From an optimization exercise on the open Yosys and OpenROAD flow, aimed at small area; shortcuts taken in it are not production practice. RTL that was checked went through simulation tests only; none was proved equivalent to the original. Function not checked in runs 1, 2 and 6: the RTL went through the layout flow alone. Power is estimated from default activity; no workload was simulated.

--- flow/flow/run.sh ---
#!/bin/bash
# Standard ORFS layout with the smallest buffer cell on the ports and a
# clock tree of clkbuf_4 cells without dummy loads.
set -euo pipefail
bash standard.sh "BUFFER_PORTS_ARGS=-buffer_cell sky130_fd_sc_hd__buf_1" \
  "CTS_ARGS=-repair_clock_nets -dont_use_dummy_load -buf_list sky130_fd_sc_hd__clkbuf_4" \
  finish > standard.log 2>&1
--- flow/standard.sh ---
#!/bin/bash
# synth_recipe.tcl (not shown) runs the flow's synth.tcl, then flattens the netlist and writes it again
# the make line also repeats each setting of config.mk as NAME=value (left out here)
make -C /OpenROAD-flow-scripts/flow DESIGN_CONFIG=/design/flow/config.mk WORK_HOME=/design/flow/orfs CLKGATE_MAP_FILE= SYNTH_SCRIPT=/design/flow/synth_recipe.tcl "${@:-finish}"
--- flow/config.mk ---
export PLATFORM = sky130hd
export DESIGN_NAME = wmr928_fsc
export DESIGN_NICKNAME = wmr928_fsc
export VERILOG_FILES = /design/flow/design.v
export SDC_FILE = /design/flow/constraint.sdc
export NUM_CORES = 4
export LEC_CHECK = 0
export CAP_MARGIN = 20
export CORE_MARGIN = 2
export CORE_UTILIZATION = 40
export SLEW_MARGIN = 20
export SYNTH_HIERARCHICAL = 1
--- flow/constraint.sdc ---
create_clock -name core_clock -period 7.0 [get_ports {clk}]
set_input_delay 1.4000 -clock core_clock [delete_from_list [all_inputs] [get_ports {clk}]]
set_output_delay 1.4000 -clock core_clock [all_outputs]
set_load 0.01 [all_outputs]
--- flow/design.v ---
module wmr928_fsc (
    input  wire         clk,
    input  wire         rst,           
    input  wire         in_valid,
    input  wire [7:0]   in_data,
    input  wire [1:0]   in_fail,       
    output wire         in_ready,
    output wire [2:0]   o_state,
    output wire [1:0]   o_err,
    output wire [7:0]   o_dev,
    output wire [3:0]   o_len,
    output wire [3:0]   o_cnt,
    output wire [7:0]   o_acc,
    output wire [103:0] o_fb,          
    output wire         o_sync,
    output wire         o_frame_ok,
    output wire         o_cksum_fail,
    output wire         o_nop,
    output wire         o_unk_skip,
    output wire         o_fatal,
    output wire         o_low_batt,
    output wire [10:0]  o_wind_dir,
    output wire [14:0]  o_wind_gust_c,
    output wire         o_rain_rate_over,
    output wire         o_rain_total_over,
    output wire         o_rain_yest_over,
    output wire [7:0]   o_minute,
    input  wire [7:0]   bcd_in,
    output wire [7:0]   bcd_out
);
    localparam [1:0] ST_HUNT  = 2'd0;
    localparam [1:0] ST_MARK1 = 2'd1;
    localparam [1:0] ST_CODE  = 2'd2;
    localparam [1:0] ST_DATA  = 2'd3;
    reg [1:0] st;
    reg [1:0] err;
    reg [7:0] dev;
    reg [3:1] len;
    reg [3:0] cnt;
    reg [7:0] acc;
    reg [7:0] fb [0:12];
    wire halted = err[1] | err[0];
    assign in_ready = !rst && !halted;
    wire is_fail   = in_fail[1] | in_fail[0];
    wire take_fail = !halted && is_fail;
    wire take_byte = !halted && !is_fail && in_valid;
    wire       hi_zero  = (in_data[7:4] == 4'd0);
    wire [3:0] c        = in_data[3:0];
    wire       code_ok  = hi_zero && (c[3] ? (c[2] & c[1]) : !(c[2] & c[1] & c[0]));
    reg  [3:1] code_len;             
    always @(*) begin
        case (c)
            4'd0:    code_len = 3'b100;   
            4'd1:    code_len = 3'b110;   
            4'd3:    code_len = 3'b011;   
            4'd6:    code_len = 3'b101;   
            4'd14:   code_len = 3'b001;   
            default: code_len = 3'b000;   
        endcase
    end
    wire code_nop = (code_len == 3'b000);
    wire last_byte = len[3] ? (len[2] ? (cnt[3] & cnt[2])                
                                      : (len[1] ? (cnt[3] & cnt[1])        
                                                : (cnt[2] & cnt[1] & cnt[0])))  
                            : (cnt[0] & (!len[2] | cnt[2]));             
    wire in_code    = (st == ST_CODE);
    wire in_data_st = (st == ST_DATA);
    wire tb_code    = take_byte && in_code;
    wire tb_data    = take_byte && in_data_st;
    wire       nrst  = !rst;
    wire [7:0] din   = in_data & {8{nrst}};
    wire [7:0] acc_g = acc & {8{in_data_st & nrst}};
    wire [7:0] acc_sum;
    wire       cks_eq = (acc == in_data);
    wire code_take = tb_code && code_ok;
    wire acc_en    = code_take || (tb_data && !last_byte);
    always @(posedge clk) begin
        if (rst || tb_code)
            dev <= din;
        if (rst || code_take)
            len <= code_len & {3{nrst}};
        if (rst || acc_en)
            acc <= acc_sum;
        if (rst || tb_data)
            cnt <= (rst || last_byte) ? 4'd0 : cnt + 4'd1;
    end
    reg  [1:0] strobe;
    wire       fend = tb_data && last_byte;
    wire       ff   = (in_data == 8'hFF);
    always @(posedge clk) begin
        if (rst) begin
            st     <= ST_HUNT;
            err    <= 2'd0;
            strobe <= 2'b00;
        end else begin
            strobe[1] <= fend;
            strobe[0] <= fend ? cks_eq
                              : take_byte && (((st == ST_MARK1) && ff) || (code_take && code_nop));
            if (take_fail) begin
                st  <= ST_HUNT;
                err <= {1'b1, in_fail[1]};
            end else if (take_byte) begin
                case (st)
                    ST_HUNT:  if (ff) st <= ST_MARK1;
                    ST_MARK1: st <= ff ? ST_CODE : ST_HUNT;
                    ST_CODE: begin
                        if (!code_ok) begin
                            st  <= ST_HUNT;
                            err <= 2'd1;
                        end else begin
                            st  <= code_nop ? ST_HUNT : ST_DATA;
                        end
                    end
                    ST_DATA:  if (last_byte) st <= ST_HUNT;
                endcase
            end
        end
    end
    assign o_frame_ok   = strobe[1] & strobe[0];
    assign o_cksum_fail = strobe[1] & !strobe[0];
    assign o_sync       = !strobe[1] & strobe[0] & st[1];
    assign o_nop        = !strobe[1] & strobe[0] & !st[1];
    always @(posedge clk) begin
        if (!rst && tb_data)
            fb[cnt] <= in_data;
    end
    assign o_state    = {halted, st};
    assign o_err      = err;
    assign o_dev      = dev;
    assign o_len      = {len, len[3] & (len[2] | len[1])};
    assign o_cnt      = cnt;
    assign o_acc      = acc;
    assign o_fatal    = halted;
    assign o_unk_skip = 1'b0;     
    genvar gi;
    generate
        for (gi = 0; gi < 13; gi = gi + 1) begin : g_fb
            assign o_fb[8*gi +: 8] = fb[gi];
        end
    endgenerate
    wire [7:0] fb0 = fb[0];
    wire [7:0] fb1 = fb[1];
    wire [7:0] fb2 = fb[2];
    wire [7:0] fb3 = fb[3];
    assign o_low_batt        = dev[3] ? fb0[7] : fb0[6];
    assign o_rain_rate_over  = fb0[4];
    assign o_rain_total_over = fb0[5];
    assign o_rain_yest_over  = fb0[7];
    wire bo_1, bo_2, bo_3, bo_4, bo_5, bo_6, bo_7, bo_8, bo_9, bo_10, bo_11, bo_12, bo_13, bo_14, bo_15, bo_16;
    ha_cell bo_u2 (.a(bcd_in[1]), .b(bcd_in[4]), .s(bo_1), .k(bo_2));
    fa_cell bo_u4 (.a(bcd_in[2]), .b(bcd_in[5]), .c(bo_2), .s(bo_3), .k(bo_4));
    fa_cell bo_u6 (.a(bcd_in[3]), .b(bcd_in[4]), .c(bcd_in[6]), .s(bo_5), .k(bo_6));
    ha_cell bo_u8 (.a(bo_5), .b(bo_4), .s(bo_7), .k(bo_8));
    fa_cell bo_u10 (.a(bcd_in[5]), .b(bcd_in[7]), .c(bo_6), .s(bo_9), .k(bo_10));
    ha_cell bo_u12 (.a(bo_8), .b(bo_9), .s(bo_11), .k(bo_12));
    fa_cell bo_u14 (.a(bcd_in[6]), .b(bo_10), .c(bo_12), .s(bo_13), .k(bo_14));
    ha_cell bo_u16 (.a(bcd_in[7]), .b(bo_14), .s(bo_15), .k(bo_16));
    assign bcd_out[0] = bcd_in[0];
    assign bcd_out[1] = bo_1;
    assign bcd_out[2] = bo_3;
    assign bcd_out[3] = bo_7;
    assign bcd_out[4] = bo_11;
    assign bcd_out[5] = bo_13;
    assign bcd_out[6] = bo_15;
    assign bcd_out[7] = bo_16;
    wire mi_1, mi_2, mi_3, mi_4, mi_5, mi_6, mi_7, mi_8, mi_9, mi_10, mi_11, mi_12;
    ha_cell mi_u2 (.a(fb0[1]), .b(fb0[4]), .s(mi_1), .k(mi_2));
    fa_cell mi_u4 (.a(fb0[2]), .b(fb0[5]), .c(mi_2), .s(mi_3), .k(mi_4));
    fa_cell mi_u6 (.a(fb0[3]), .b(fb0[4]), .c(fb0[6]), .s(mi_5), .k(mi_6));
    ha_cell mi_u8 (.a(mi_5), .b(mi_4), .s(mi_7), .k(mi_8));
    fa_cell mi_u10 (.a(fb0[5]), .b(mi_6), .c(mi_8), .s(mi_9), .k(mi_10));
    ha_cell mi_u12 (.a(fb0[6]), .b(mi_10), .s(mi_11), .k(mi_12));
    assign o_minute[0] = fb0[0];
    assign o_minute[1] = mi_1;
    assign o_minute[2] = mi_3;
    assign o_minute[3] = mi_7;
    assign o_minute[4] = mi_9;
    assign o_minute[5] = mi_11;
    assign o_minute[6] = mi_12;
    assign o_minute[7] = 1'b0;
    wire wd_1, wd_2, wd_3, wd_4, wd_5, wd_6, wd_7, wd_8, wd_9, wd_10, wd_11, wd_12, wd_13, wd_14, wd_15, wd_16, wd_17, wd_18, wd_19, wd_20, wd_21, wd_22, wd_23, wd_24, wd_25, wd_26, wd_27, wd_28, wd_29, wd_30, wd_31, wd_32, wd_33, wd_34, wd_35, wd_36, wd_37, wd_38, wd_39, wd_40;
    ha_cell wd_u2 (.a(fb1[1]), .b(fb1[4]), .s(wd_1), .k(wd_2));
    fa_cell wd_u4 (.a(fb1[2]), .b(fb1[5]), .c(fb2[0]), .s(wd_3), .k(wd_4));
    ha_cell wd_u6 (.a(wd_2), .b(wd_3), .s(wd_5), .k(wd_6));
    fa_cell wd_u8 (.a(fb1[3]), .b(fb1[4]), .c(fb1[6]), .s(wd_7), .k(wd_8));
    fa_cell wd_u10 (.a(fb2[1]), .b(wd_4), .c(wd_7), .s(wd_9), .k(wd_10));
    ha_cell wd_u12 (.a(wd_6), .b(wd_9), .s(wd_11), .k(wd_12));
    fa_cell wd_u14 (.a(fb1[5]), .b(fb1[7]), .c(fb2[2]), .s(wd_13), .k(wd_14));
    fa_cell wd_u16 (.a(wd_8), .b(wd_13), .c(wd_10), .s(wd_15), .k(wd_16));
    ha_cell wd_u18 (.a(wd_12), .b(wd_15), .s(wd_17), .k(wd_18));
    fa_cell wd_u20 (.a(fb1[6]), .b(fb2[0]), .c(fb2[3]), .s(wd_19), .k(wd_20));
    fa_cell wd_u22 (.a(wd_14), .b(wd_19), .c(wd_16), .s(wd_21), .k(wd_22));
    ha_cell wd_u24 (.a(wd_18), .b(wd_21), .s(wd_23), .k(wd_24));
    fa_cell wd_u26 (.a(fb1[7]), .b(fb2[0]), .c(fb2[1]), .s(wd_25), .k(wd_26));
    fa_cell wd_u28 (.a(wd_20), .b(wd_25), .c(wd_22), .s(wd_27), .k(wd_28));
    ha_cell wd_u30 (.a(wd_24), .b(wd_27), .s(wd_29), .k(wd_30));
    fa_cell wd_u32 (.a(fb2[1]), .b(fb2[2]), .c(wd_26), .s(wd_31), .k(wd_32));
    fa_cell wd_u34 (.a(wd_31), .b(wd_28), .c(wd_30), .s(wd_33), .k(wd_34));
    fa_cell wd_u36 (.a(fb2[2]), .b(fb2[3]), .c(wd_32), .s(wd_35), .k(wd_36));
    ha_cell wd_u38 (.a(wd_35), .b(wd_34), .s(wd_37), .k(wd_38));
    fa_cell wd_u40 (.a(fb2[3]), .b(wd_36), .c(wd_38), .s(wd_39), .k(wd_40));
    assign o_wind_dir[0] = fb1[0];
    assign o_wind_dir[1] = wd_1;
    assign o_wind_dir[2] = wd_5;
    assign o_wind_dir[3] = wd_11;
    assign o_wind_dir[4] = wd_17;
    assign o_wind_dir[5] = wd_23;
    assign o_wind_dir[6] = wd_29;
    assign o_wind_dir[7] = wd_33;
    assign o_wind_dir[8] = wd_37;
    assign o_wind_dir[9] = wd_39;
    assign o_wind_dir[10] = wd_40;
    wire wg_1, wg_2, wg_3, wg_4, wg_5, wg_6, wg_7, wg_8, wg_9, wg_10, wg_11, wg_12, wg_13, wg_14, wg_15, wg_16, wg_17, wg_18, wg_19, wg_20, wg_21, wg_22, wg_23, wg_24, wg_25, wg_26, wg_27, wg_28, wg_29, wg_30, wg_31, wg_32, wg_33, wg_34, wg_35, wg_36, wg_37, wg_38, wg_39, wg_40, wg_41, wg_42, wg_43, wg_44, wg_45, wg_46, wg_47, wg_48, wg_49, wg_50, wg_51, wg_52, wg_53, wg_54;
    ha_cell wg_u2 (.a(fb3[1]), .b(fb3[4]), .s(wg_1), .k(wg_2));
    fa_cell wg_u4 (.a(fb3[2]), .b(fb3[5]), .c(wg_2), .s(wg_3), .k(wg_4));
    fa_cell wg_u6 (.a(fb3[3]), .b(fb3[4]), .c(fb3[6]), .s(wg_5), .k(wg_6));
    ha_cell wg_u8 (.a(wg_5), .b(wg_4), .s(wg_7), .k(wg_8));
    fa_cell wg_u10 (.a(fb3[5]), .b(fb3[7]), .c(wg_6), .s(wg_9), .k(wg_10));
    ha_cell wg_u12 (.a(wg_8), .b(wg_9), .s(wg_11), .k(wg_12));
    fa_cell wg_u14 (.a(fb3[6]), .b(wg_10), .c(wg_12), .s(wg_13), .k(wg_14));
    ha_cell wg_u16 (.a(fb3[7]), .b(wg_14), .s(wg_15), .k(wg_16));
    ha_cell wg_u18 (.a(fb2[6]), .b(fb3[0]), .s(wg_17), .k(wg_18));
    fa_cell wg_u20 (.a(fb2[7]), .b(wg_18), .c(wg_1), .s(wg_19), .k(wg_20));
    ha_cell wg_u22 (.a(wg_20), .b(wg_3), .s(wg_21), .k(wg_22));
    fa_cell wg_u24 (.a(fb3[0]), .b(wg_22), .c(wg_7), .s(wg_23), .k(wg_24));
    fa_cell wg_u26 (.a(fb3[0]), .b(wg_1), .c(wg_11), .s(wg_25), .k(wg_26));
    ha_cell wg_u28 (.a(wg_24), .b(wg_25), .s(wg_27), .k(wg_28));
    fa_cell wg_u30 (.a(wg_1), .b(wg_3), .c(wg_13), .s(wg_29), .k(wg_30));
    fa_cell wg_u32 (.a(wg_26), .b(wg_28), .c(wg_29), .s(wg_31), .k(wg_32));
    fa_cell wg_u34 (.a(wg_3), .b(wg_7), .c(wg_15), .s(wg_33), .k(wg_34));
    fa_cell wg_u36 (.a(wg_30), .b(wg_33), .c(wg_32), .s(wg_35), .k(wg_36));
    fa_cell wg_u38 (.a(wg_7), .b(wg_11), .c(wg_16), .s(wg_37), .k(wg_38));
    fa_cell wg_u40 (.a(wg_34), .b(wg_37), .c(wg_36), .s(wg_39), .k(wg_40));
    fa_cell wg_u42 (.a(wg_11), .b(wg_13), .c(wg_38), .s(wg_41), .k(wg_42));
    ha_cell wg_u44 (.a(wg_41), .b(wg_40), .s(wg_43), .k(wg_44));
    fa_cell wg_u46 (.a(wg_13), .b(wg_15), .c(wg_42), .s(wg_45), .k(wg_46));
    ha_cell wg_u48 (.a(wg_45), .b(wg_44), .s(wg_47), .k(wg_48));
    fa_cell wg_u50 (.a(wg_16), .b(wg_15), .c(wg_46), .s(wg_49), .k(wg_50));
    ha_cell wg_u52 (.a(wg_49), .b(wg_48), .s(wg_51), .k(wg_52));
    fa_cell wg_u54 (.a(wg_16), .b(wg_50), .c(wg_52), .s(wg_53), .k(wg_54));
    assign o_wind_gust_c[0] = fb2[4];
    assign o_wind_gust_c[1] = fb2[5];
    assign o_wind_gust_c[2] = wg_17;
    assign o_wind_gust_c[3] = wg_19;
    assign o_wind_gust_c[4] = wg_21;
    assign o_wind_gust_c[5] = wg_23;
    assign o_wind_gust_c[6] = wg_27;
    assign o_wind_gust_c[7] = wg_31;
    assign o_wind_gust_c[8] = wg_35;
    assign o_wind_gust_c[9] = wg_39;
    assign o_wind_gust_c[10] = wg_43;
    assign o_wind_gust_c[11] = wg_47;
    assign o_wind_gust_c[12] = wg_51;
    assign o_wind_gust_c[13] = wg_53;
    assign o_wind_gust_c[14] = wg_54;
    wire ac_1, ac_2, ac_3, ac_4, ac_5, ac_6, ac_7, ac_8, ac_9, ac_10, ac_11, ac_12, ac_13, ac_14, ac_15, ac_16;
    ha_cell ac_u2 (.a(acc_g[0]), .b(din[0]), .s(ac_1), .k(ac_2));
    fa_cell ac_u4 (.a(acc_g[1]), .b(din[1]), .c(ac_2), .s(ac_3), .k(ac_4));
    fa_cell ac_u6 (.a(acc_g[2]), .b(din[2]), .c(ac_4), .s(ac_5), .k(ac_6));
    fa_cell ac_u8 (.a(acc_g[3]), .b(din[3]), .c(ac_6), .s(ac_7), .k(ac_8));
    fa_cell ac_u10 (.a(acc_g[4]), .b(din[4]), .c(ac_8), .s(ac_9), .k(ac_10));
    fa_cell ac_u12 (.a(acc_g[5]), .b(din[5]), .c(ac_10), .s(ac_11), .k(ac_12));
    fa_cell ac_u14 (.a(acc_g[6]), .b(din[6]), .c(ac_12), .s(ac_13), .k(ac_14));
    fa_cell ac_u16 (.a(acc_g[7]), .b(din[7]), .c(ac_14), .s(ac_15), .k(ac_16));
    assign acc_sum[0] = ac_1;
    assign acc_sum[1] = ac_3;
    assign acc_sum[2] = ac_5;
    assign acc_sum[3] = ac_7;
    assign acc_sum[4] = ac_9;
    assign acc_sum[5] = ac_11;
    assign acc_sum[6] = ac_13;
    assign acc_sum[7] = ac_15;
endmodule
module fa_cell (input a, input b, input c, output s, output k);
    assign s = a ^ b ^ c;
    assign k = (a & b) | (a & c) | (b & c);
endmodule
module ha_cell (input a, input b, output s, output k);
    assign s = a ^ b;
    assign k = a & b;
endmodule
==> results of run 1 <==
-- worst max path at each step --
stage / startpoint / to / slack, ns / cells past startpoint
floorplan: fb[3][3] / o_wind_gust_c[13] / 0.81 / 13
global placement: fb[3][3] / o_wind_gust_c[13] / 0.74 / 13
detailed placement: fb[3][3] / o_wind_gust_c[13] / 0.59 / 13
CTS: fb[3][3] / o_wind_gust_c[13] / 0.01 / 13
global route: fb[3][4] / o_wind_gust_c[13] / 0.04 / 13
finish: fb[3][4] / o_wind_gust_c[13] / 0.22 / 13
-- state kept, by name, summed over array words and instances (netlist names) --
register	cells
acc	8
cnt	4
strobe	2
len	3
fb	104
err	2
st	2
dev	8
-- repair_timing --
action,in CTS,in global routing
buffers inserted,0,2
gates cloned,0,0
hold buffers,0,0
resized for setup,1,4
pin swaps,0,2
endpoints found under the setup margin,1,2
-- cells in the final DEF (no fill, tap or decap), types with 7 or more instances in the layout --
master / instances
buf_1: 201
edfxtp_1: 127
fa_1: 41
ha_1: 28
and2_1: 23
clkbuf_4: 17
nor2_1: 14
nand2_1: 12
nor2b_1: 11
buf_4: 10
nand3_1: 7
nor3_1: 7
-- Yosys stat by module, one instance, submodules excluded --
module / cells inside / area, um2 / flip-flops and latches / copies in the design
wmr928_fsc: 324 / 5230 / 133 / 1
fa_cell: 1 / 20.0 / 0 / 44
ha_cell: 1 / 12.5 / 0 / 25
-- routing by layer --
metal	track usage (%)	vias to the layer above	wire length (um)
met4	4.69	0	162
met1	20.4	1883	6020
met2	29.7	155	7150
met5	0	-	0
li1	-	1702	-
met3	5.37	16	950
-- per-stage QoR --
step | std cells | instance area, um2 | setup WS, ns | utilization, %
after floorplan | 394 | 6430 | 0.812 | -
after global placement | 764 | 7100 | 0.738 | 45.0
after detailed placement | 765 | 7120 | 0.593 | 45.1
after CTS | 782 | 7250 | 0.0142 | 45.9
after global routing | 784 | 7270 | 0.0368 | 46.1
final | 784 | 7270 | 0.219 | 46.1
-- cell families after synthesis --
kind of cell / after synthesis / synth area share [%]
xor+xnor: 10 / 1.36
mux: 2 / 0.331
compound gates: 20 / 2.49
buf+inv: 60 / 6.70
flops: 133 / 61.2
simple gates: 94 / 8.51
other cells: 1 / 0.0583
fa+ha+maj: 73 / 19.3
-- power by group through the flow --
stage	sequential [mW]	clock [mW]	combinational (mW)
3_5_place_dp	0.911	0	0.0987
6_report	0.892	0.335	0.0970
4_1_cts	0.892	0.352	0.0997
3_3_place_gp	0.910	0	0.0960
2_1_floorplan	0.911	0	0.0606
5_1_grt	0.894	0.381	0.110
-- layout make-up --
cell class                      instances  area [um2]  area share, %
Tap cell                              216         270           3.72
Multi-Input combinational cell        201        2080           28.6
Clock buffer                           17         128           1.76
Sequential cell                       133        3930           54.1
Timing Repair Buffer                  213         846           11.6
Inverter                                4        15.0          0.207
-- critical path, stage by stage, from the launching register on --
cell and delay [ns]:
edfxtp_1 0.47, fa_2 0.42, fa_1 0.47, ha_2 0.20, fa_2 0.56, fa_1 0.44
fa_1 0.40, fa_2 0.35, fa_1 0.38, ha_1 0.19, ha_1 0.18, ha_1 0.19
fa_1 0.48, clkbuf_2 0.13
==> impl_metrics.ini, run 1 <==
[hold_path]
holdPathStages = 2
min_from = err[1]
worstHoldEndpoint = err[1]
worst_hold_path_type = reg -> reg

[detailed_routing]
totalWireLength_mm = 14.3
drt_iter0_markers = 163
antenna_left = 0
firstDrtPassIters = 4
wire_per_inst_um = 18.2
vias = 3756
routed_via_density = 4.79
drc = 0

[critical_path]
critPathMaxFanout = 3
r2r-start = st[1]
rr_endpoint = acc[7]
startpoint_type = flop
reg2reg_depth = 11
rrSetupSlack_ns = 2.73
path_class = reg -> out
cp.arrival_ns = 5.38
worst_setup_path_end_kind = output pin
required_ns = 5.60

[sta]
rsz0062_at_grt = false
finalSetupViolations = 0
whs_ns = 0.526
tns_ns = 0
max_slew_margin_pct = 52.0
slew_violations = 0
finalCritPeriodShare_pct = 96.9
fmax_mhz = 147
worst_slew_pin_slew_ns = 0.717
period_minus_slack_ns = 6.78
hold_viol_final = 0
fin_skew_ns = 0.0215

[synth]
netlist_area_um2 = 6430
ys.warnings.count = 7
postSynthAreaPerCell_um2 = 16.4
netlist_top_cells_area = edfxtp_1, fa_1, buf_4
synthCells = 393
synth_top_cell_area_share_pct = 59.3
ys_seq_area_share_pct = 61.2
synth_ff_type = edfxtp_1
async_reset_ff_share_pct = 0
yosysMostFrequentCell = edfxtp_1
netlist-cell-type-count = 47
synth-seq-cells = 133
yosys.area.top_type = edfxtp_1
synth_common_cells = edfxtp_1, buf_4, fa_1
synth_edf_count = 127

[floorplan]
die_area_um2 = 17100
io_pins = 207
core.rowCount = 46
die_y_um = 131
start_util_pct = 40.8
die_x_um = 131
core_um2 = 15800

[cells_and_area]
fillers = 1481
drive_gt1_share_pct = 7.92
antennaDiodeCount = 0
layout.nets = 664
area_delta_synth_final_pct = 13.1

[power_and_ir_drop]
power_frac_comb_pct = 7.3
p_leak_nw = 2.49
pwr-share-clk_pct = 25.3
power_switching_uw = 299
switching_share_pct = 22.6
power_density_nw_per_um2 = 182
power.total_mw = 1.32
max-vdd-ir-drop_v = 0.0000767
pwr-share-seq_pct = 67.4
p_int_mw = 1.02

[global_routing]
grt_max_degree = 24
antenna_found_initial = 0
grt_pass1_wl_mm = 21.1
grt_use_total_pct = 17.0
grt_overflow = 0
grt_pass1_vias = 3845

[clocking]
cts_tree = built
numCtsBuffers = 17
cts-htree-levels = 4
clk_pin_slew_ns = 0.10
clock_path_buffers = 2
cts.sinks = 133
clk_latency_ns = 0.52
clockRootBuffer = clkbuf_4

[placement]
place.gp.congestion = 0.809
hpwl_mm = 10.4
port_buffers = 202

[outcome]
outcome = finished clean

[run]
maxCapViolCount = 0
==> inputs of run 2 (changes only) <==
--- a/flow/flow/run.sh
+++ b/flow/flow/run.sh
@@ -6,2 +6,3 @@
   "CTS_ARGS=-repair_clock_nets -dont_use_dummy_load -buf_list sky130_fd_sc_hd__clkbuf_4" \
+  "RECOVER_POWER=100" \
   finish > standard.log 2>&1
==> impl_metrics.ini, run 2 <==
[outcome]
outcome = finished clean

[sta]
finalCritPeriodShare_pct = 96.6
finalSetupViolations = 0
hold_viol_final = 0
fmax_mhz = 148
fin_skew_ns = 0.0214
whs_ns = 0.524
period_minus_slack_ns = 6.76
slew_violations = 0
worst_slew_pin_slew_ns = 1.27
max_slew_margin_pct = 15.6
rsz0062_at_grt = false
tns_ns = 0

[critical_path]
reg2reg_depth = 11
cp_top_family = adder cells
rrSetupSlack_ns = 2.75
max_stage_delay_ns = 0.56
required_ns = 5.60
critPathMaxFanout = 3
rr_endpoint = acc[7]
worst-path-buf-inv = 1
path_class = reg -> out
worst_path_max_delay_cell = fa_2
worst_setup_path_end_kind = output pin
cp.arrival_ns = 5.36
cp_common_cell = fa_1
worstPathCellList = fa_2 > fa_1 > ha_2 > fa_2 > fa_1 > fa_1 > fa_2 > fa_1 > ha_1 > ha_1 > ha_1 > fa_1 > clkbuf_2
r2r-start = st[1]
startpoint_type = flop

[cells_and_area]
ff_latch_area_um2 = 3930
drive_gt1_share_pct = 5.46
largest_register_ffs = 104
finalInstanceArea_um2 = 7210
multi_input_area_um2 = 2050
antennaDiodeCount = 0
layout_commonest_cell = buf_1
area_delta_synth_final_pct = 12.1
fillers = 1488
top_register = fb
mostFrequentLayoutCells = buf_1, edfxtp_1, fa_1, ha_1, clkbuf_4
finalNonFillerCells = 784
top_regs = fb: 104 flops, acc: 8 flops, dev: 8 flops
layout.nets = 664

[global_routing]
grt_max_degree = 24
antenna_found_initial = 0
grt_use_total_pct = 17.0
grt_overflow = 0
grt_pass1_vias = 3845
grt_pass1_wl_mm = 21.1

[synth]
synth_top_cell_area_share_pct = 59.3
ys_seq_area_share_pct = 61.2
yosys.area.top_type = edfxtp_1
synth_common_cells = edfxtp_1, buf_4, fa_1
synth-seq-cells = 133
synth_edf_count = 127
postSynthAreaPerCell_um2 = 16.4
async_reset_ff_share_pct = 0
synthCells = 393
netlist_area_um2 = 6430
yosysMostFrequentCell = edfxtp_1
ys.warnings.count = 7
synth_ff_type = edfxtp_1
netlist_top_cells_area = edfxtp_1, fa_1, buf_4
netlist-cell-type-count = 47

[power_and_ir_drop]
max-vdd-ir-drop_v = 0.0000765
power.total_mw = 1.32
power_density_nw_per_um2 = 183
p_leak_nw = 2.44

[floorplan]
die_area_um2 = 17100
die_x_um = 131
core_um2 = 15800
io_pins = 207
core.rowCount = 46
start_util_pct = 40.8
die_y_um = 131

[clocking]
numCtsBuffers = 17
clk_latency_ns = 0.52
hold_buffers = 0
clockRootBuffer = clkbuf_4
clk_pin_slew_ns = 0.10
cts_tree = built
clock_path_buffers = 2
cts.sinks = 133
cts-htree-levels = 4

[detailed_routing]
antenna_left = 0
firstDrtPassIters = 4
routed_via_density = 4.78
wire_per_inst_um = 18.3
vias = 3751
drt_iter0_markers = 187
totalWireLength_mm = 14.4
drc = 0

[hold_path]
holdPathStages = 2
worst_hold_path_type = reg -> reg
worstHoldEndpoint = err[1]
min_from = err[1]

[placement]
place.gp.congestion = 0.809
postPlaceCellArea_um2 = 7120
hpwl_mm = 10.4
port_buffers = 202
dp_cells = 765

[run]
maxCapViolCount = 0
run 2: repair_timing:
action / 4_1_cts / 5_1_grt
setup endpoints to repair: 1 / 2
resized for setup: 1 / 4
cloned: 0 / 0
buffers inserted: 0 / 2
pin swaps: 0 / 2
run 2: worst max path at each step:
stage              from                 to  slack [ns]  cells past startpoint
6_report       fb[3][4]  o_wind_gust_c[13]        0.24                     13
5_1_grt        fb[3][4]  o_wind_gust_c[13]        0.04                     13
3_5_place_dp   fb[3][3]  o_wind_gust_c[13]        0.59                     13
4_1_cts        fb[3][3]  o_wind_gust_c[13]        0.01                     13
3_3_place_gp   fb[3][3]  o_wind_gust_c[13]        0.74                     13
2_1_floorplan  fb[3][3]  o_wind_gust_c[13]        0.81                     13
run 2: Yosys stat by module, one instance, submodules excluded:
module	flops+latches	area (um2)	cells inside	times used
ha_cell	0	12.5	1	25
fa_cell	0	20.0	1	44
wmr928_fsc	133	5230	324	1
run 2: cell families (layout without fill, tap and decap cells):
logic type | Yosys count | after routing | share of synthesized area (%)
and+or+nand+nor | 94 | 94 | 8.51
DFF | 133 | 133 | 61.2
other | 1 | 2 | 0.0583
adders and majority gates | 73 | 73 | 19.3
xor gates and xnor gates | 10 | 10 | 1.36
buffers and inverters | 60 | 234 | 6.70
AOI/OAI and AO/OA | 20 | 20 | 2.49
muxes | 2 | 2 | 0.331
run 2: metal layers:
| layer | wire length, um | global-route usage (%) | vias to the layer above |
|---|---|---|---|
| li1 | - | - | 1696 |
| met1 | 6130 | 20.4 | 1882 |
| met2 | 7150 | 29.7 | 155 |
| met3 | 902 | 5.37 | 18 |
| met4 | 171 | 4.69 | 0 |
| met5 | 0 | 0 | - |
run 2: layout make-up:
type / count / share of cell area, %
Clock buffer: 17 / 1.77
Inverter: 4 / 0.208
Multi-Input combinational cell: 201 / 28.5
Sequential cell: 133 / 54.6
Tap cell: 216 / 3.75
Timing Repair Buffer: 213 / 11.2
run 2: stage by stage:
step | utilization, % | setup WS [ns]
after CTS | 45.9 | 0.0142
after floorplan | - | 0.812
after detailed placement | 45.1 | 0.593
final | 45.7 | 0.235
after global placement | 45.0 | 0.738
after global routing | 45.7 | 0.0368
run 2: power breakdown:
part	switching [mW]	internal [mW]	total (mW)
combinational	0.0643	0.0302	0.0945
sequential	0.0112	0.881	0.893
clock	0.224	0.111	0.335
run 2: worst reg2reg max path: cells and delay by family, from the launching register on:
family                   cells  cell delay (ns)
flip-flops                   1             0.41
AND/OR/NAND/NOR              3             0.56
adder cells (fa/ha/maj)      8             3.03
==> inputs of run 3 (changes only) <==
--- a/flow/design.v
+++ b/flow/design.v
@@ -212,45 +212,57 @@
     assign o_wind_dir[10] = wd_40;
-    wire wg_1, wg_2, wg_3, wg_4, wg_5, wg_6, wg_7, wg_8, wg_9, wg_10, wg_11, wg_12, wg_13, wg_14, wg_15, wg_16, wg_17, wg_18, wg_19, wg_20, wg_21, wg_22, wg_23, wg_24, wg_25, wg_26, wg_27, wg_28, wg_29, wg_30, wg_31, wg_32, wg_33, wg_34, wg_35, wg_36, wg_37, wg_38, wg_39, wg_40, wg_41, wg_42, wg_43, wg_44, wg_45, wg_46, wg_47, wg_48, wg_49, wg_50, wg_51, wg_52, wg_53, wg_54;
-    ha_cell wg_u2 (.a(fb3[1]), .b(fb3[4]), .s(wg_1), .k(wg_2));
-    fa_cell wg_u4 (.a(fb3[2]), .b(fb3[5]), .c(wg_2), .s(wg_3), .k(wg_4));
-    fa_cell wg_u6 (.a(fb3[3]), .b(fb3[4]), .c(fb3[6]), .s(wg_5), .k(wg_6));
-    ha_cell wg_u8 (.a(wg_5), .b(wg_4), .s(wg_7), .k(wg_8));
-    fa_cell wg_u10 (.a(fb3[5]), .b(fb3[7]), .c(wg_6), .s(wg_9), .k(wg_10));
-    ha_cell wg_u12 (.a(wg_8), .b(wg_9), .s(wg_11), .k(wg_12));
-    fa_cell wg_u14 (.a(fb3[6]), .b(wg_10), .c(wg_12), .s(wg_13), .k(wg_14));
-    ha_cell wg_u16 (.a(fb3[7]), .b(wg_14), .s(wg_15), .k(wg_16));
-    ha_cell wg_u18 (.a(fb2[6]), .b(fb3[0]), .s(wg_17), .k(wg_18));
-    fa_cell wg_u20 (.a(fb2[7]), .b(wg_18), .c(wg_1), .s(wg_19), .k(wg_20));
-    ha_cell wg_u22 (.a(wg_20), .b(wg_3), .s(wg_21), .k(wg_22));
-    fa_cell wg_u24 (.a(fb3[0]), .b(wg_22), .c(wg_7), .s(wg_23), .k(wg_24));
-    fa_cell wg_u26 (.a(fb3[0]), .b(wg_1), .c(wg_11), .s(wg_25), .k(wg_26));
-    ha_cell wg_u28 (.a(wg_24), .b(wg_25), .s(wg_27), .k(wg_28));
-    fa_cell wg_u30 (.a(wg_1), .b(wg_3), .c(wg_13), .s(wg_29), .k(wg_30));
-    fa_cell wg_u32 (.a(wg_26), .b(wg_28), .c(wg_29), .s(wg_31), .k(wg_32));
-    fa_cell wg_u34 (.a(wg_3), .b(wg_7), .c(wg_15), .s(wg_33), .k(wg_34));
-    fa_cell wg_u36 (.a(wg_30), .b(wg_33), .c(wg_32), .s(wg_35), .k(wg_36));
-    fa_cell wg_u38 (.a(wg_7), .b(wg_11), .c(wg_16), .s(wg_37), .k(wg_38));
-    fa_cell wg_u40 (.a(wg_34), .b(wg_37), .c(wg_36), .s(wg_39), .k(wg_40));
-    fa_cell wg_u42 (.a(wg_11), .b(wg_13), .c(wg_38), .s(wg_41), .k(wg_42));
-    ha_cell wg_u44 (.a(wg_41), .b(wg_40), .s(wg_43), .k(wg_44));
-    fa_cell wg_u46 (.a(wg_13), .b(wg_15), .c(wg_42), .s(wg_45), .k(wg_46));
-    ha_cell wg_u48 (.a(wg_45), .b(wg_44), .s(wg_47), .k(wg_48));
-    fa_cell wg_u50 (.a(wg_16), .b(wg_15), .c(wg_46), .s(wg_49), .k(wg_50));
-    ha_cell wg_u52 (.a(wg_49), .b(wg_48), .s(wg_51), .k(wg_52));
-    fa_cell wg_u54 (.a(wg_16), .b(wg_50), .c(wg_52), .s(wg_53), .k(wg_54));
+    wire wg_1, wg_2, wg_3, wg_4, wg_5, wg_6, wg_7, wg_8, wg_9, wg_10, wg_11, wg_12, wg_13, wg_14, wg_15, wg_16, wg_17, wg_18, wg_19, wg_20, wg_21, wg_22, wg_23, wg_24, wg_25, wg_26, wg_27, wg_28, wg_29, wg_30, wg_31, wg_32, wg_33, wg_34, wg_35, wg_36, wg_37, wg_38, wg_39, wg_40, wg_41, wg_42, wg_43, wg_44, wg_45, wg_46, wg_47, wg_48, wg_49, wg_50, wg_51, wg_52, wg_53, wg_54, wg_55, wg_56, wg_57, wg_58, wg_59, wg_60;
+    assign wg_1 = ~fb3[4];
+    assign wg_2 = ~fb3[5];
+    assign wg_3 = ~fb3[6];
+    assign wg_4 = ~fb3[7];
+    ha_cell wg_u6 (.a(fb2[6]), .b(fb3[0]), .s(wg_5), .k(wg_6));
+    fa_cell wg_u8 (.a(fb2[7]), .b(fb3[1]), .c(fb3[4]), .s(wg_7), .k(wg_8));
+    ha_cell wg_u10 (.a(wg_6), .b(wg_7), .s(wg_9), .k(wg_10));
+    fa_cell wg_u12 (.a(fb3[2]), .b(fb3[5]), .c(wg_8), .s(wg_11), .k(wg_12));
+    ha_cell wg_u14 (.a(wg_10), .b(wg_11), .s(wg_13), .k(wg_14));
+    assign wg_15 = ~(fb3[0] ^ fb3[3]);
+    assign wg_16 = fb3[0] | fb3[3];
+    fa_cell wg_u18 (.a(fb3[6]), .b(wg_1), .c(wg_15), .s(wg_17), .k(wg_18));
+    fa_cell wg_u20 (.a(wg_12), .b(wg_17), .c(wg_14), .s(wg_19), .k(wg_20));
+    fa_cell wg_u22 (.a(fb3[0]), .b(fb3[1]), .c(fb3[7]), .s(wg_21), .k(wg_22));
+    fa_cell wg_u24 (.a(wg_2), .b(wg_16), .c(wg_21), .s(wg_23), .k(wg_24));
+    fa_cell wg_u26 (.a(wg_18), .b(wg_23), .c(wg_20), .s(wg_25), .k(wg_26));
+    fa_cell wg_u28 (.a(fb3[1]), .b(fb3[2]), .c(wg_3), .s(wg_27), .k(wg_28));
+    fa_cell wg_u30 (.a(wg_22), .b(wg_27), .c(wg_24), .s(wg_29), .k(wg_30));
+    ha_cell wg_u32 (.a(wg_29), .b(wg_26), .s(wg_31), .k(wg_32));
+    fa_cell wg_u34 (.a(fb3[2]), .b(fb3[3]), .c(wg_4), .s(wg_33), .k(wg_34));
+    fa_cell wg_u36 (.a(wg_28), .b(wg_33), .c(wg_30), .s(wg_35), .k(wg_36));
+    ha_cell wg_u38 (.a(wg_35), .b(wg_32), .s(wg_37), .k(wg_38));
+    assign wg_39 = ~(fb3[3] ^ wg_34);
+    assign wg_40 = fb3[3] | wg_34;
+    fa_cell wg_u42 (.a(wg_39), .b(wg_36), .c(wg_38), .s(wg_41), .k(wg_42));
+    assign wg_43 = ~(fb3[4] ^ wg_40);
+    assign wg_44 = fb3[4] | wg_40;
+    ha_cell wg_u46 (.a(wg_43), .b(wg_42), .s(wg_45), .k(wg_46));
+    assign wg_47 = ~(fb3[5] ^ wg_44);
+    assign wg_48 = fb3[5] | wg_44;
+    ha_cell wg_u50 (.a(wg_47), .b(wg_46), .s(wg_49), .k(wg_50));
+    assign wg_51 = ~(fb3[6] ^ wg_48);
+    assign wg_52 = fb3[6] | wg_48;
+    ha_cell wg_u54 (.a(wg_51), .b(wg_50), .s(wg_53), .k(wg_54));
+    assign wg_55 = ~(fb3[7] ^ wg_52);
+    assign wg_56 = fb3[7] | wg_52;
+    ha_cell wg_u58 (.a(wg_55), .b(wg_54), .s(wg_57), .k(wg_58));
+    assign wg_59 = ~(wg_56 ^ wg_58);
+    assign wg_60 = wg_56 | wg_58;
     assign o_wind_gust_c[0] = fb2[4];
     assign o_wind_gust_c[1] = fb2[5];
-    assign o_wind_gust_c[2] = wg_17;
-    assign o_wind_gust_c[3] = wg_19;
-    assign o_wind_gust_c[4] = wg_21;
-    assign o_wind_gust_c[5] = wg_23;
-    assign o_wind_gust_c[6] = wg_27;
+    assign o_wind_gust_c[2] = wg_5;
+    assign o_wind_gust_c[3] = wg_9;
+    assign o_wind_gust_c[4] = wg_13;
+    assign o_wind_gust_c[5] = wg_19;
+    assign o_wind_gust_c[6] = wg_25;
     assign o_wind_gust_c[7] = wg_31;
-    assign o_wind_gust_c[8] = wg_35;
-    assign o_wind_gust_c[9] = wg_39;
-    assign o_wind_gust_c[10] = wg_43;
-    assign o_wind_gust_c[11] = wg_47;
-    assign o_wind_gust_c[12] = wg_51;
-    assign o_wind_gust_c[13] = wg_53;
-    assign o_wind_gust_c[14] = wg_54;
+    assign o_wind_gust_c[8] = wg_37;
+    assign o_wind_gust_c[9] = wg_41;
+    assign o_wind_gust_c[10] = wg_45;
+    assign o_wind_gust_c[11] = wg_49;
+    assign o_wind_gust_c[12] = wg_53;
+    assign o_wind_gust_c[13] = wg_57;
+    assign o_wind_gust_c[14] = wg_59;
     wire ac_1, ac_2, ac_3, ac_4, ac_5, ac_6, ac_7, ac_8, ac_9, ac_10, ac_11, ac_12, ac_13, ac_14, ac_15, ac_16;
--- a/flow/flow/run.sh
+++ b/flow/flow/run.sh
@@ -6,3 +6,2 @@
   "CTS_ARGS=-repair_clock_nets -dont_use_dummy_load -buf_list sky130_fd_sc_hd__clkbuf_4" \
-  "RECOVER_POWER=100" \
   finish > standard.log 2>&1
==> impl_metrics.ini, run 3 <==
[outcome]
outcome = finished clean

[placement]
place.gp.congestion = 0.863
hpwl_mm = 9.94
dp_cells = 781
dp_slack_ns = 1.39
port_buffers = 202

[synth]
postSynthAreaPerCell_um2 = 15.7
yosysMostFrequentCell = edfxtp_1
synth_compound_area_share_pct = 2.42
netlist_top_cells_area = edfxtp_1, fa_1, ha_1
synth_top_cell_area_share_pct = 59.6
synth_edf_count = 127
synthCells = 408
yosys.area_share.simple_pct = 7.90
synth-adder-area-share_pct = 18.9
synth_ff_type = edfxtp_1
synth_common_cells = edfxtp_1, buf_4, fa_1
synth_top_family_by_area = adder cells
synth-xor-area-share_pct = 1.51
ys.warnings.count = 7
netlist-cell-type-count = 42
netlist_area_um2 = 6400
yosys-mux-area-fraction_pct = 0.508
yosys.area.top_type = edfxtp_1
async_reset_ff_share_pct = 0
synth-seq-cells = 133
ys_seq_area_share_pct = 61.5

[detailed_routing]
totalWireLength_mm = 13.7
antenna_left = 0
firstDrtPassIters = 5
drc = 0
drt_iter0_markers = 154
vias = 3811
wire_per_inst_um = 17.2
routed_via_density = 4.78

[clocking]
cts.sinks = 133
hold_buffers = 0
clk_pin_slew_ns = 0.10
numCtsBuffers = 17
postCtsSetupBuffers = 0
cts_resized = 0
clockRootBuffer = clkbuf_4
clock_path_buffers = 2
cts_tree = built
clk_latency_ns = 0.53
cts-htree-levels = 4

[cells_and_area]
antennaDiodeCount = 0
area_delta_synth_final_pct = 13.2
top_register = fb
finalNonFillerCells = 798
layout.nets = 678
layout_commonest_cell = buf_1
drive_gt1_share_pct = 6.53
top_regs = fb: 104 flops, acc: 8 flops, dev: 8 flops
largest_register_ffs = 104
mostFrequentLayoutCells = buf_1, edfxtp_1, fa_1, ha_1, inv_1

[power_and_ir_drop]
max-vdd-ir-drop_v = 0.0000964
p_leak_nw = 2.57
power_density_nw_per_um2 = 183

[floorplan]
core.rowCount = 46
die_x_um = 130
io_pins = 207
die_y_um = 130
die_area_um2 = 17000
start_util_pct = 40.6
core_um2 = 15800

[critical_path]
endpoint = o_wind_gust_c[14]
path_class = reg -> out
startpoint_type = flop
rr_endpoint = acc[7]
worst_setup_path_end_kind = output pin
reg2reg_depth = 11
critPathMaxFanout = 4
required_ns = 5.60
rrSetupSlack_ns = 2.79
r2r-start = st[1]
cp.arrival_ns = 4.63
crit_start = fb[3][1]

[sta]
setup_ws_ns = 0.974
finalSetupViolations = 0
period_minus_slack_ns = 6.03
fin_skew_ns = 0.0431
finalCritPeriodShare_pct = 86.1
fmax_mhz = 166
worst_slew_pin_slew_ns = 0.848
slew_violations = 0
rsz0062_at_grt = false
tns_ns = 0
hold_viol_final = 0
whs_ns = 0.506
max_slew_margin_pct = 43.2

[global_routing]
antenna_found_initial = 0
grt_pass1_wl_mm = 20.5
grt_overflow = 0
grt_max_degree = 22
grt_use_total_pct = 16.6
grt_pass1_vias = 3700

[run]
maxCapViolCount = 0

[hold_path]
worst_hold_path_type = reg -> reg
## run 3: cell count changes in the layout (fill, tap and decap cells not counted), sizes merged, moves of 4 or more
cell    previous run  this run
buf              200       211
and3               2        13
nand3              8         4
ha                29        34
clkbuf            30        17
nor3               9         5
inv                4        20
fa                44        39
nand2             13        17
and2              23        11
## run 3: final cells by class
class / instances / area, um2
flip-flops and latches: 133 / 3930
well taps: 216 / 270
inverters: 20 / 75.1
multi-input cells: 201 / 2010
repair buffers: 211 / 826
fillers: 1467 / 8530
clock buffers: 17 / 128
## run 3: layer usage
metal / up-vias / wire (um) / track usage [%] / part of all wire [%]
met5: - / 0 / 0 / 0
met4: 0 / 253 / 6.88 / 1.8
met3: 20 / 1030 / 4.56 / 7.5
met2: 177 / 6610 / 27.4 / 48
met1: 1874 / 5810 / 20.8 / 42
li1: 1740 / - / - / -
## run 3: cell families after synthesis
logic type,after synthesis
multiplexers,3
AO/OA/AOI/OAI,20
buffers and inverters,75
flip-flops,133
other,1
adder cells (fa/ha/maj),73
XOR/XNOR,11
AND/OR/NAND/NOR,92
## run 3: worst min-delay path by stage
stage,startpoint,end,slack (ns),depth (start not counted)
2_1_floorplan,err[1],err[1],0.52,2
3_3_place_gp,err[1],err[1],0.49,2
3_5_place_dp,err[1],err[1],0.49,2
4_1_cts,err[1],err[1],0.51,2
5_1_grt,err[1],err[1],0.54,2
6_report,err[1],err[1],0.51,2
## run 3: critical path: stages, from the launching register on
cell,delay (ns)
edfxtp_1,0.50
fa_1,0.45
fa_1,0.44
ha_1,0.20
fa_1,0.38
fa_1,0.37
ha_1,0.19
ha_1,0.18
fa_1,0.38
ha_1,0.19
ha_1,0.18
ha_1,0.18
ha_1,0.19
xor2_1,0.12
buf_1,0.16
## run 3: per-module statistics from Yosys, one instance, submodules excluded
module,flops+latches,times used,cells inside
fa_cell,0,39,1
ha_cell,0,24,1
wmr928_fsc,133,1,345
## run 3: power breakdown
group          switching [mW]  internal [mW]
Sequential             0.0134          0.883
Combinational          0.0656         0.0332
Clock                   0.220          0.111
Total                   0.299           1.03
## run 3: stage by stage
step           utilization [%]  total power, mW  cell area, um2
3_3_place_gp              45.1             1.01            7110
6_report                  45.9             1.33            7240
2_1_floorplan                -            0.974            6400
5_1_grt                   45.9             1.38            7240
3_5_place_dp              45.1             1.01            7110
4_1_cts                   45.9             1.34            7240
==> inputs of run 4 (changes only) <==
--- a/flow/flow/run.sh
+++ b/flow/flow/run.sh
@@ -6,2 +6,3 @@
   "CTS_ARGS=-repair_clock_nets -dont_use_dummy_load -buf_list sky130_fd_sc_hd__clkbuf_4" \
+  "RECOVER_POWER=100" \
   finish > standard.log 2>&1
--- a/flow/config.mk
+++ b/flow/config.mk
@@ -7,2 +7,3 @@
 export LEC_CHECK = 0
+export ABC_AREA = 1
 export CAP_MARGIN = 20
==> impl_metrics.ini, run 4 <==
[critical_path]
startpoint_type = flop
critPathMaxFanout = 4
required_ns = 5.60
rrSetupSlack_ns = 2.88
rr_endpoint = acc[7]
path_class = reg -> out
reg2reg_depth = 12
worst_setup_path_end_kind = output pin
r2r-start = st[1]
cp.arrival_ns = 4.68

[detailed_routing]
wire_per_inst_um = 16.5
routed_via_density = 4.58
totalWireLength_mm = 14.1
antenna_left = 0
firstDrtPassIters = 4
drt_iter0_markers = 223
drc = 0
vias = 3902

[cells_and_area]
area_delta_synth_final_pct = 12.7
antennaDiodeCount = 0
top_register = fb
top_regs = fb: 104 flops, acc: 8 flops, dev: 8 flops
mostFrequentLayoutCells = buf_1, edfxtp_1, nor2_1, inv_1
largest_register_ffs = 104
fillers = 1492
layout_commonest_cell = buf_1
layout.nets = 732
drive_gt1_share_pct = 3.62
finalInstanceArea_um2 = 7220

[sta]
period_minus_slack_ns = 6.08
fin_skew_ns = 0.0224
slew_violations = 0
tns_ns = 0
finalSetupViolations = 0
hold_viol_final = 0
rsz0062_at_grt = false
whs_ns = 0.517
finalCritPeriodShare_pct = 86.8
max_slew_margin_pct = 20.9
fmax_mhz = 165
worst_slew_pin_slew_ns = 1.18

[clocking]
cts_resized = 0
hold_buffers = 0
cts.sinks = 133
postCtsSetupBuffers = 0
clockRootBuffer = clkbuf_4
clock_path_buffers = 2
cts_tree = built
cts-htree-levels = 4
clk_pin_slew_ns = 0.09
numCtsBuffers = 17
clk_latency_ns = 0.52

[global_routing]
grt_pass1_vias = 3848
grt_overflow = 0
antenna_found_initial = 0
grt_max_degree = 18
grt_pass1_wl_mm = 20.5
grt_use_total_pct = 16.7

[floorplan]
start_util_pct = 40.6
core_um2 = 15800
die_area_um2 = 17000
die_y_um = 130
die_x_um = 130
io_pins = 207
core.rowCount = 46

[synth]
netlist-cell-type-count = 29
yosysMostFrequentCell = edfxtp_1
synth_top_cell_area_share_pct = 59.6
yosys.area.top_type = edfxtp_1
synth-seq-cells = 133
synth_common_cells = edfxtp_1, nor2_1, inv_1
synth_ff_type = edfxtp_1
netlist_top_cells_area = edfxtp_1, fa_1, ha_1
async_reset_ff_share_pct = 0
ys_seq_area_share_pct = 61.5
synth_edf_count = 127
netlist_area_um2 = 6400
postSynthAreaPerCell_um2 = 14.0
synthCells = 456
ys.warnings.count = 7

[hold_path]
worst_hold_path_type = reg -> reg
holdPathStages = 2
worstHoldEndpoint = err[1]
min_from = err[1]

[placement]
postPlaceCellArea_um2 = 7140
place.gp.congestion = 0.843
port_buffers = 202
hpwl_mm = 10.3

[outcome]
outcome = finished clean

[power_and_ir_drop]
max-vdd-ir-drop_v = 0.0000965
power_density_nw_per_um2 = 183
p_leak_nw = 2.67

[run]
maxCapViolCount = 0
[run 4: changes by cell type in the layout (fill, tap and decap cells not counted), moves of 3 or more]
cell,change
clkbuf_1,+9
nand2b_1,-3
and2_1,-11
buf_4,-9
o21ai_0,-3
nand4_1,-3
and3_1,-12
inv_1,+32
nand2_1,+23
nor2b_1,-12
nand3_1,+4
nor2_1,+50
[run 4: critical path: stages (launching register included)]
cell,delay [ns]
edfxtp_1,0.52
fa_1,0.45
fa_1,0.45
ha_1,0.21
fa_1,0.38
fa_1,0.38
ha_1,0.19
ha_1,0.19
fa_1,0.36
ha_1,0.19
ha_1,0.18
ha_1,0.17
ha_1,0.19
xor2_1,0.14
buf_1,0.16
[run 4: layout make-up]
| type | instances | area [um2] | share of cell area [%] |
|---|---|---|---|
| clock buffer | 17 | 128 | 1.77 |
| inverter | 53 | 199 | 2.76 |
| multi-input combinational | 222 | 1890 | 26.2 |
| sequential | 133 | 3930 | 54.5 |
| tap | 216 | 270 | 3.75 |
| timing repair buffer | 211 | 792 | 11.0 |
[run 4: how the worst max path moves through the flow]
stage / cells past startpoint / start / slack, ns / end
6_report: 14 / fb[3][1] / 0.92 / o_wind_gust_c[14]
5_1_grt: 14 / fb[3][1] / 0.63 / o_wind_gust_c[14]
4_1_cts: 14 / fb[3][1] / 0.84 / o_wind_gust_c[14]
3_5_place_dp: 14 / fb[3][1] / 1.44 / o_wind_gust_c[14]
3_3_place_gp: 14 / fb[3][1] / 1.53 / o_wind_gust_c[14]
2_1_floorplan: 14 / fb[3][1] / 1.61 / o_wind_gust_c[14]
[run 4: Yosys stat by module (local to each module, per instance)]
module      times used  area [um2]
wmr928_fsc           1        5320
ha_cell             24        12.5
fa_cell             39        20.0
[run 4: kinds of logic after synthesis]
kind of cell               share of synthesized area (%)
other                                             0.0586
DFF                                                 61.5
adders and majority gates                           18.8
AOI/OAI and AO/OA                                  0.880
and+or+nand+nor                                     8.33
xor gates and xnor gates                            1.51
buffers and inverters                               8.74
muxes                                              0.176
[run 4: routing by layer]
metal | GRT usage [%] | routed length, um | vias up
li1 | - | - | 1825
met1 | 20.9 | 5940 | 1883
met2 | 27.4 | 6830 | 170
met3 | 5.01 | 1010 | 24
met4 | 7.07 | 305 | 0
met5 | 0 | 0 | -
[run 4: report_power, final]
group / internal (mW) / total (mW) / leakage, nW / switching, mW
combinational: 0.0290 / 0.0991 / 1.37 / 0.0701
sequential: 0.882 / 0.891 / 1.22 / 0.00949
clock: 0.111 / 0.331 / 0.0782 / 0.220
[run 4: through the flow]
stage,cells,total power [mW],utilization (%),setup WS (ns)
CTS,852,1.34,46.1,0.845
floorplan,457,0.972,-,1.61
global route,852,1.38,45.8,0.627
detailed placement,835,1.01,45.3,1.44
global placement,835,1.01,45.3,1.53
finish,852,1.32,45.8,0.925
==> inputs of run 5 (changes only) <==
--- a/flow/config.mk
+++ b/flow/config.mk
@@ -7,7 +7,6 @@
 export LEC_CHECK = 0
-export ABC_AREA = 1
-export CAP_MARGIN = 20
+export CAP_MARGIN = 0
 export CORE_MARGIN = 2
-export CORE_UTILIZATION = 40
-export SLEW_MARGIN = 20
+export CORE_UTILIZATION = 55
+export SLEW_MARGIN = 0
 export SYNTH_HIERARCHICAL = 1
==> impl_metrics.ini, run 5 <==
[synth]
ys_seq_area_share_pct = 61.5
synth_ff_type = edfxtp_1
async_reset_ff_share_pct = 0
synth_common_cells = edfxtp_1, buf_4, fa_1
synthCells = 408
synth_edf_count = 127
synth-seq-cells = 133
yosys.area.top_type = edfxtp_1
postSynthAreaPerCell_um2 = 15.7
netlist-cell-type-count = 42
yosysMostFrequentCell = edfxtp_1
synth_top_cell_area_share_pct = 59.6
netlist_top_cells_area = edfxtp_1, fa_1, ha_1
netlist_area_um2 = 6400
ys.warnings.count = 7

[cells_and_area]
mostFrequentLayoutCells = buf_1, edfxtp_1, fa_1, ha_1, inv_1
fillers = 921
layout_commonest_cell = buf_1
top_regs = fb: 104 flops, acc: 8 flops, dev: 8 flops
area_delta_synth_final_pct = 10.7
drive_gt1_share_pct = 4.13
top_register = fb
largest_register_ffs = 104
layout.nets = 677
antennaDiodeCount = 0

[floorplan]
core_um2 = 11400
die_area_um2 = 12500
start_util_pct = 56.3
core.rowCount = 39
die_x_um = 112
io_pins = 207
die_y_um = 112

[critical_path]
required_ns = 5.60
cp.arrival_ns = 4.60
worst_setup_path_end_kind = output pin
path_class = reg -> out
startpoint_type = flop
critPathMaxFanout = 4

[placement]
dp_slack_ns = 1.36
port_buffers = 202
hpwl_mm = 9.41
place.gp.congestion = 0.825

[sta]
finalCritPeriodShare_pct = 85.7
rsz0062_at_grt = false
whs_ns = 0.517
fin_skew_ns = 0.0438
hold_viol_final = 0
worst_slew_pin_slew_ns = 1.16
period_minus_slack_ns = 6.00
fmax_mhz = 167
max_slew_margin_pct = 22.0
finalSetupViolations = 0
setup_ws_ns = 0.998
tns_ns = 0
slew_violations = 0

[global_routing]
grt_max_degree = 22
grt_pass1_vias = 3726
grt_use_total_pct = 20.9
grt_pass1_wl_mm = 19.8
grt_overflow = 0
antenna_found_initial = 0

[detailed_routing]
firstDrtPassIters = 4
drc = 0
vias = 3765
drt_iter0_markers = 230
wire_per_inst_um = 17.9
routed_via_density = 5.20
antenna_left = 0
totalWireLength_mm = 12.9

[clocking]
cts-htree-levels = 4
cts_resized = 0
cts.sinks = 133
numCtsBuffers = 17
hold_buffers = 0
clockRootBuffer = clkbuf_4
clk_pin_slew_ns = 0.09
clk_latency_ns = 0.50
clock_path_buffers = 2
cts_tree = built
postCtsSetupBuffers = 0

[power_and_ir_drop]
p_leak_nw = 2.52
pwr-share-seq_pct = 68.3
max-vdd-ir-drop_v = 0.000111
power_switching_uw = 287
pwr-share-clk_pct = 24.5
power_frac_comb_pct = 7.2
p_int_mw = 1.03
power_density_nw_per_um2 = 185
switching_share_pct = 21.8

[outcome]
outcome = finished clean

[run]
maxCapViolCount = 0

[hold_path]
worst_hold_path_type = reg -> reg
==> run 5: cell count changes in the layout (fill, tap and decap cells not counted), sizes merged, moves of 3 or more <==
cell,change
inv,-32
nor2b,+12
nand3,-5
o21ai,+4
nand2b,+3
nand4,+3
nor2,-51
and3,+13
nand2,-24
and2,+10
==> run 5: final timing paths <==
path / startpoint / to / slack (ns) / depth (start not counted)
worst max-delay path: fb[3][1] / o_wind_gust_c[14] / 1.0 / 14
worst min-delay path: err[1] / err[1] / 0.52 / 2
worst max register to register: st[1] / acc[7] / 2.85 / 11
worst min register to register: err[1] / err[1] / 0.52 / 2
==> run 5: power by group through the flow <==
stage / logic, mW / registers (mW) / clock network [mW]
after global placement: 0.0967 / 0.914 / 0
final: 0.0950 / 0.896 / 0.321
after floorplan: 0.0590 / 0.915 / 0
after detailed placement: 0.0984 / 0.914 / 0
after global routing: 0.107 / 0.899 / 0.361
after CTS: 0.0991 / 0.896 / 0.334
==> run 5: kinds of logic (layout without fill, tap and decap cells) <==
kind of cell    after synthesis  in the layout  synth area share (%)
fa+ha+maj                    73             73                  18.9
mux                           3              3                 0.508
flops                       133            133                  61.5
other cells                   1              2                0.0586
simple gates                 92             92                  7.90
xor+xnor                     11             11                  1.51
compound gates               20             20                  2.42
buf+inv                      75            247                  7.27
==> run 5: area by class of cell <==
cell class / instances / area [um2] / share of cell area, %
well taps: 143 / 179 / 2.53
multi-input cells: 201 / 1980 / 28.0
clock buffers: 17 / 128 / 1.80
inverters: 20 / 75.1 / 1.06
repair buffers: 210 / 788 / 11.1
flip-flops and latches: 133 / 3930 / 55.5
==> run 5: per-layer routing <==
layer  vias to the layer above  routed length, um  GRT usage, %
li1                       1732                  -             -
met1                      1885               5320          27.0
met2                       144               6730          35.6
met3                         4                816          5.06
met4                         0                 65          6.01
met5                         -                  0             0
==> run 5: critical path, cell delays in order (launching register included) <==
cell and delay [ns]:
edfxtp_1 0.51, fa_1 0.44, fa_1 0.45, ha_1 0.21
fa_1 0.38, fa_1 0.39, ha_1 0.19, ha_1 0.18
fa_1 0.36, ha_1 0.19, ha_1 0.18, ha_1 0.18
ha_1 0.18, xor2_1 0.12, buf_1 0.16
==> run 5: per-module statistics from Yosys, one instance, submodules excluded <==
module,cells,flip-flops and latches
fa_cell,1,0
wmr928_fsc,345,133
ha_cell,1,0
==> run 5: through the flow <==
stage	power [mW]	std cells	instance area [um2]	util [%]
3_5_place_dp	1.01	707	7010	61.6
5_1_grt	1.37	724	7090	62.3
3_3_place_gp	1.01	707	7010	61.6
2_1_floorplan	0.974	409	6400	-
6_report	1.31	724	7090	62.3
4_1_cts	1.33	724	7140	62.8
==> inputs of run 6 (changes only) <==
--- a/flow/design.v
+++ b/flow/design.v
@@ -179,3 +179,3 @@
     assign o_minute[6] = mi_12;
-    assign o_minute[7] = 1'b0;
+    assign o_minute[7] = dev[7];
     wire wd_1, wd_2, wd_3, wd_4, wd_5, wd_6, wd_7, wd_8, wd_9, wd_10, wd_11, wd_12, wd_13, wd_14, wd_15, wd_16, wd_17, wd_18, wd_19, wd_20, wd_21, wd_22, wd_23, wd_24, wd_25, wd_26, wd_27, wd_28, wd_29, wd_30, wd_31, wd_32, wd_33, wd_34, wd_35, wd_36, wd_37, wd_38, wd_39, wd_40;
--- a/flow/config.mk
+++ b/flow/config.mk
@@ -7,6 +7,6 @@
 export LEC_CHECK = 0
-export CAP_MARGIN = 0
+export CAP_MARGIN = 20
 export CORE_MARGIN = 2
-export CORE_UTILIZATION = 55
-export SLEW_MARGIN = 0
+export CORE_UTILIZATION = 40
+export SLEW_MARGIN = 20
 export SYNTH_HIERARCHICAL = 1
==> impl_metrics.ini, run 6 <==
[clocking]
cts_resized = 0
numCtsBuffers = 17
clockRootBuffer = clkbuf_4
cts.sinks = 133
clk_latency_ns = 0.52
clock_path_buffers = 2
cts_tree = built
hold_buffers = 0
postCtsSetupBuffers = 0
cts-htree-levels = 4
clk_pin_slew_ns = 0.09

[synth]
netlist-cell-type-count = 42
yosysMostFrequentCell = edfxtp_1
synth_common_cells = edfxtp_1, buf_4, fa_1
ys_seq_area_share_pct = 61.5
netlist_top_cells_area = edfxtp_1, fa_1, ha_1
postSynthAreaPerCell_um2 = 15.7
synth_top_cell_area_share_pct = 59.6
synth-seq-cells = 133
netlist_area_um2 = 6400
synth_ff_type = edfxtp_1
async_reset_ff_share_pct = 0
synth_edf_count = 127
synthCells = 408
ys.warnings.count = 7
yosys.area.top_type = edfxtp_1

[placement]
hpwl_mm = 10.1
dp_slack_ns = 1.38
place.gp.congestion = 0.878
port_buffers = 203
dp_cells = 781

[critical_path]
rr_endpoint = acc[7]
critPathMaxFanout = 4
reg2reg_depth = 11
path_class = reg -> out
r2r-start = st[1]
startpoint_type = flop
cp.arrival_ns = 4.65
rrSetupSlack_ns = 2.83
worst_setup_path_end_kind = output pin
required_ns = 5.60

[detailed_routing]
wl_met3_um = 859
vias = 3810
totalWireLength_mm = 14.0
routed_via_density = 4.77
antenna_left = 0
firstDrtPassIters = 5
drt_iter0_markers = 202
drc = 0
routed.top_layer = met4
wire_per_inst_um = 17.5
met1_length_mm = 6.20
wl_met2_mm = 6.74

[outcome]
outcome = finished clean

[hold_path]
holdPathStages = 2
min_from = err[1]
worst_hold_path_type = reg -> reg
worstHoldEndpoint = err[1]

[cells_and_area]
top_regs = fb: 104 flops, acc: 8 flops, dev: 8 flops
fin_util_pct = 45.5
multi_input_area_um2 = 1980
drive_gt1_share_pct = 4.30
finalNonFillerCells = 798
ff_latch_area_um2 = 3930
layout_commonest_cell = buf_1
layout.nets = 678
top_register = fb
antennaDiodeCount = 0
area_delta_synth_final_pct = 12.2
fillers = 1431
mostFrequentLayoutCells = buf_1, edfxtp_1, fa_1, ha_1, inv_1
largest_register_ffs = 104

[sta]
fin_skew_ns = 0.0294
max_slew_margin_pct = 21.5
tns_ns = 0
fmax_mhz = 165
whs_ns = 0.507
period_minus_slack_ns = 6.05
slew_violations = 0
worst_slew_pin_slew_ns = 1.18
setup_ws_ns = 0.947
finalCritPeriodShare_pct = 86.5
rsz0062_at_grt = false
finalSetupViolations = 0
hold_viol_final = 0

[floorplan]
core.rowCount = 46
die_y_um = 130
die_x_um = 130
io_pins = 207
core_um2 = 15800
start_util_pct = 40.6
die_area_um2 = 17000

[power_and_ir_drop]
max-vdd-ir-drop_v = 0.0000836
power_density_nw_per_um2 = 185
p_leak_nw = 2.52

[run]
maxCapViolCount = 0

[global_routing]
grt_use_total_pct = 16.5
antenna_found_initial = 0
grt_max_degree = 22
grt_pass1_vias = 3836
grt_pass1_wl_mm = 20.6
grt_overflow = 0
==> run 6: cell type report <==
type / count / share of cell area [%]
sequential: 133 / 54.8
multi-input combinational: 200 / 27.6
timing repair buffer: 212 / 11.1
tap: 216 / 3.76
clock buffer: 17 / 1.78
inverter: 20 / 1.05
==> run 6: critical path: stages (launching register included) <==
cell and delay, ns:
edfxtp_1 0.50, fa_1 0.46, fa_1 0.45, ha_1 0.20, fa_1 0.38, fa_1 0.37, ha_1 0.19, ha_1 0.19
fa_1 0.37, ha_1 0.19, ha_1 0.18, ha_1 0.18, ha_1 0.18, xor2_1 0.13, buf_1 0.16
==> run 6: kinds of logic after synthesis <==
kind of cell,count (synthesis),synth area share (%)
compound gates,20,2.42
buf+inv,75,7.27
xor+xnor,11,1.51
fa+ha+maj,73,18.9
flops,133,61.5
mux,3,0.508
simple gates,92,7.90
other cells,1,0.0586
==> run 6: worst max path at each step <==
stage | start | endpoint | cells after the start
CTS | fb[3][1] | o_wind_gust_c[14] | 14
detailed placement | rst | acc[7] | 11
floorplan | fb[3][1] | o_wind_gust_c[14] | 14
global route | fb[3][1] | o_wind_gust_c[14] | 14
global placement | rst | acc[7] | 11
finish | fb[3][1] | o_wind_gust_c[14] | 14
==> run 6: per-layer routing <==
| layer | global-route usage [%] | vias to the layer above |
|---|---|---|
| met2 | 27.3 | 163 |
| met3 | 4.56 | 10 |
| met4 | 5.51 | 0 |
| li1 | - | 1731 |
| met5 | 0 | - |
| met1 | 21.2 | 1906 |
==> run 6: where the power goes <==
group          switching, mW  leakage [nW]  internal [mW]  total (mW)
Combinational         0.0664          1.24         0.0313      0.0976
Sequential            0.0132          1.21          0.884       0.897
Clock                  0.223        0.0782          0.111       0.334
==> run 6: per-stage QoR <==
| step | total power [mW] | cell area (um2) |
|---|---|---|
| 3_3_place_gp | 1.01 | 7110 |
| 6_report | 1.33 | 7180 |
| 3_5_place_dp | 1.02 | 7110 |
| 5_1_grt | 1.39 | 7180 |
| 4_1_cts | 1.35 | 7240 |
| 2_1_floorplan | 0.974 | 6400 |
==> run 6: modules after synthesis (local to each module, per instance) <==
module | cells | copies in the design | area (um2)
fa_cell | 1 | 39 | 20.0
ha_cell | 1 | 24 | 12.5
wmr928_fsc | 345 | 1 | 5320

==> static timing again, ports no longer ideal <==
No port has a modelled driver above. Below, the same layouts with a new extraction and two added sets of constraints.
Step 1 sets driving cells, clkbuf_16 on the clock port and buf_2 on the other inputs (assumed; they add their load-dependent delay and slew).
Step 2 times the ports against the registers' clock, not the clock port: input delays grow and output delays shrink by t, the midpoint of the rising clock arrivals with the driver on.
Three values: no drivers, after step 1, after step 2; two values: the first two.
| run | t, ns | slack for setup (ns) | worst hold slack (ns) | worst slew at a driven data input, ns | pins driven straight from the clock port |
|---|---|---|---|---|---|
| run 1 | 0.540 | 0.219 / 0.187 / 0.728 | 0.526 / 0.526 / 0.526 | 0.06 | 1 |
| run 2 | 0.537 | 0.235 / 0.204 / 0.741 | 0.524 / 0.524 / 0.524 | 0.06 | 1 |
| run 3 | 0.542 | 0.974 / 0.942 / 1.382 | 0.506 / 0.506 / 0.506 | 0.06 | 1 |
| run 4 | 0.542 | 0.925 / 0.891 / 1.172 | 0.517 / 0.517 / 0.517 | 0.06 | 1 |
| run 5 | 0.500 | 0.998 / 0.968 / 1.390 | 0.517 / 0.517 / 0.517 | 0.06 | 1 |
| run 6 | 0.534 | 0.947 / 0.913 / 1.377 | 0.507 / 0.507 / 0.507 | 0.06 | 1 |
After both steps setup and hold are still met in every run listed.
